What follows belongs to an exercise in optimizing a design on an open flow for small area, a short achievable clock period and few clock cycles per item; a production flow would make more cautious choices.
Only simulation tests tie the RTL to the original design; equivalence was not proved.
Power figures rest on the tool's default switching activity, not on a simulated workload.

Design chi_bf, start of the top module:
module chi_bf (
    input  wire         clk,
    input  wire         rst,           
    input  wire         cmd_valid,
    output wire         cmd_ready,
    input  wire         cmd_setup,     
    input  wire         cmd_dec,       
    input  wire [447:0] cmd_key,       
    input  wire [5:0]   cmd_keylen,    
    input  wire [63:0]  cmd_block,     
    output wire         out_valid,
    output wire [63:0]  out_block,
    output wire [31:0]  sb_raddr,      
    input  wire [127:0] sb_rdata,      
    output wire         sb_init,       
    output wire         sb_we,
    output wire [1:0]   sb_wtab,
    output wire [6:0]   sb_widx,       
    output wire [63:0]  sb_wdata       
);
    function [7:0] p_init_byte;
        input       isb;
        input [3:0] i;
        input [1:0] j;
        begin
            case ({isb, i, j})
                7'b0_0000_00: p_init_byte = 8'h85;
                7'b0_0000_01: p_init_byte = 8'hA3;
                7'b0_0000_10: p_init_byte = 8'h08;
                7'b0_0000_11: p_init_byte = 8'hD3;
                7'b0_0001_00: p_init_byte = 8'h13;
                7'b0_0001_01: p_init_byte = 8'h19;
                7'b0_0001_10: p_init_byte = 8'h8A;
                7'b0_0001_11: p_init_byte = 8'h2E;
                7'b0_0010_00: p_init_byte = 8'h03;
                7'b0_0010_01: p_init_byte = 8'h70;
                7'b0_0010_10: p_init_byte = 8'h73;
                7'b0_0010_11: p_init_byte = 8'h44;
                7'b0_0011_00: p_init_byte = 8'hA4;
                7'b0_0011_01: p_init_byte = 8'h09;
                7'b0_0011_10: p_init_byte = 8'h38;
                7'b0_0011_11: p_init_byte = 8'h22;
                7'b0_0100_00: p_init_byte = 8'h29;
                7'b0_0100_01: p_init_byte = 8'h9F;
                7'b0_0100_10: p_init_byte = 8'h31;
                7'b0_0100_11: p_init_byte = 8'hD0;
  ...
For scale: ~3300 cells after synthesis, roughly 670 flip-flops, ~820 I/O pins, ~30000 sq um of cells after synthesis.
==> flow/config.mk <==
export PLATFORM = sky130hd
export DESIGN_NAME = chi_bf
export DESIGN_NICKNAME = chi_bf
export VERILOG_FILES = /design/flow/design.v
export SDC_FILE = /design/flow/constraint.sdc
export NUM_CORES = 4
export LEC_CHECK = 0
export CAP_MARGIN = 20
export CORE_MARGIN = 2
export CORE_UTILIZATION = 48
export CTS_BUF_LIST = sky130_fd_sc_hd__clkbuf_4
export SETUP_SLACK_MARGIN = 4.0
export SLEW_MARGIN = 20
export SYNTH_HIERARCHICAL = 1
==> flow/constraint.sdc <==
create_clock -name core_clock -period 12.0 [get_ports {clk}]
set_input_delay 2.4000 -clock core_clock [delete_from_list [all_inputs] [get_ports {clk}]]
set_output_delay 2.4000 -clock core_clock [all_outputs]
set_load 0.01 [all_outputs]
standard.sh (not shown) runs the stock make flow with config.mk's settings and CLKGATE_MAP_FILE= SYNTH_SCRIPT=/design/flow/synth_recipe.tcl, a recipe that flattens the netlist after the stock synthesis.
==> flow/flow/run.sh <==
#!/bin/bash
# The standard layout (standard.sh) with two changes:
#  - every input and output port gets a sky130_fd_sc_hd__buf_1 buffer instead of
#    the resizer's default choice (buffer_ports -buffer_cell);
#  - synthesis maps the combinational logic with its own ABC scripts: the module
#    chi_bf_f (the Blowfish F function and the words formed from it, on the
#    critical path) with flow/abc_f.script, a delay-oriented "map" script, and
#    the top module with flow/abc_top.script, an area-recovering "&nf" script.
#    Apart from those two abc calls the synthesis is ORFS's synth.tcl and
#    the standard flow's synth_recipe.tcl unchanged, so the registers are the standard
#    synthesis's.
set -euo pipefail
here=$(pwd)
export BUFFER_PORTS_ARGS="-buffer_cell sky130_fd_sc_hd__buf_1"

# synth_f.tcl: ORFS synth.tcl with the abc call split per module
python3 - "$FLOW_HOME/scripts/synth.tcl" "$here/synth_f.tcl" \
    "$here/flow/abc_f.script" "$here/flow/abc_top.script" > make_synth.log 2>&1 <<'PY'
import sys
s = open(sys.argv[1]).read()
a = "  log_cmd abc {*}$abc_args\n"
assert s.count(a) == 1
s = s.replace(a, "  set abc_args_f [lreplace $abc_args 1 1 " + sys.argv[3] + "]\n"
                 "  log_cmd abc {*}$abc_args_f chi_bf_f\n"
                 "  set abc_args_t [lreplace $abc_args 1 1 " + sys.argv[4] + "]\n"
                 "  log_cmd abc {*}$abc_args_t chi_bf\n")
open(sys.argv[2], "w").write(s)
PY
# my_synth.tcl: synth_recipe.tcl sourcing synth_f.tcl
python3 - "$here/synth_recipe.tcl" "$here/my_synth.tcl" "$here/synth_f.tcl" \
    >> make_synth.log 2>&1 <<'PY'
import sys
s = open(sys.argv[1]).read()
a = "source $::env(SCRIPTS_DIR)/synth.tcl"
assert s.count(a) == 1
s = s.replace(a, "source " + sys.argv[3])
open(sys.argv[2], "w").write(s)
PY
bash standard.sh SYNTH_SCRIPT="$here/my_synth.tcl" finish > standard.log 2>&1
==> flow/flow/abc_f.script <==
strash
dch
map -B 0.5
topo
stime -c
buffer -c
upsize -c
dnsize -c
==> flow/flow/abc_top.script <==
&get -n
&st
&syn2
&dch
&nf -R 1000
&put
topo
stime -c
buffer -c
upsize -c -D 8000
dnsize -c -D 8000
The baseline produced a clean layout.
Testbench counts at the start, summed over its fixed seeds: cycles 153,344, blocks 3,072.
Next try:
Settings changed: CORE_UTILIZATION 48 to 52, SETUP_SLACK_MARGIN 4.0 to 3.5.
Sequential power hardly moves.
Power increases by 1.0%.
First-iteration DRC count increases by 120%.
Die area decreases by 7.6%.
Final area decreases by 3.0%.
Count of clock-buffer cells in the layout decreases by 7.
Routed wire length increases by 21%.
Synthesized cell count stays the same.
Fmax decreases by 2.3%.
Non-clock buffer count decreases by 26.
Next try:
Settings changed: CORE_UTILIZATION 52 to 40, CTS_BUF_LIST sky130_fd_sc_hd__clkbuf_4 to sky130_fd_sc_hd__clkbuf_2, SETUP_SLACK_MARGIN 3.5 to 4.0.
After rerunning:
- The changed run finished clean
- sequential power hardly moves
- global-route usage decreases by 17 points
- critical path depth shrinks by 1
Next try:
Settings changed: CORE_UTILIZATION 40 to 48, CTS_BUF_LIST sky130_fd_sc_hd__clkbuf_2 to sky130_fd_sc_hd__clkbuf_4, CTS_CLUSTER_SIZE set to 24.
Result:
- The new run completed without violations
- flip-flop and latch count stays the same
- routed wire length is lower by 8.3%
- cell count fell by 3.6%
- via count drops by 1.5%

afterwards: timing with drivers on the ports:
How much do the figures lean on ideal ports? The routed layouts below were timed once more, with nothing changed but the port constraints. Step 1 assumes that a clkbuf_16 drives the clock port and a buf_2 every other input. Step 2 adds t to the input delays and takes it off the output delays; t is the mean of the earliest and latest rising clock arrival at the registers after step 1. Input paths then give back, and output paths get back, about the clock's delay inside the block. a / b / c = no drivers / after step 1 / after step 2; a / b = the first two.
run	t (ns)	slack for setup (ns)	worst setup path after step 2	slew at the worst register clock pin (ns)	worst data-port slew with drivers (ns)
the first run	1.038	3.735 / 3.708 / 3.708	input to output	0.09 / 0.09	0.32
the second run	1.034	3.543 / 3.514 / 3.514	input to output	0.09 / 0.09	0.25
the third run	1.325	3.733 / 3.707 / 3.707	input to output	0.12 / 0.12	0.34
the fourth run	1.038	3.735 / 3.708 / 3.708	input to output	0.09 / 0.09	0.32
After both steps every run listed still meets setup and hold. For the second run, which loses most, drivers alone change the setup slack by -0.029 ns; drivers and shift together by -0.029 ns.
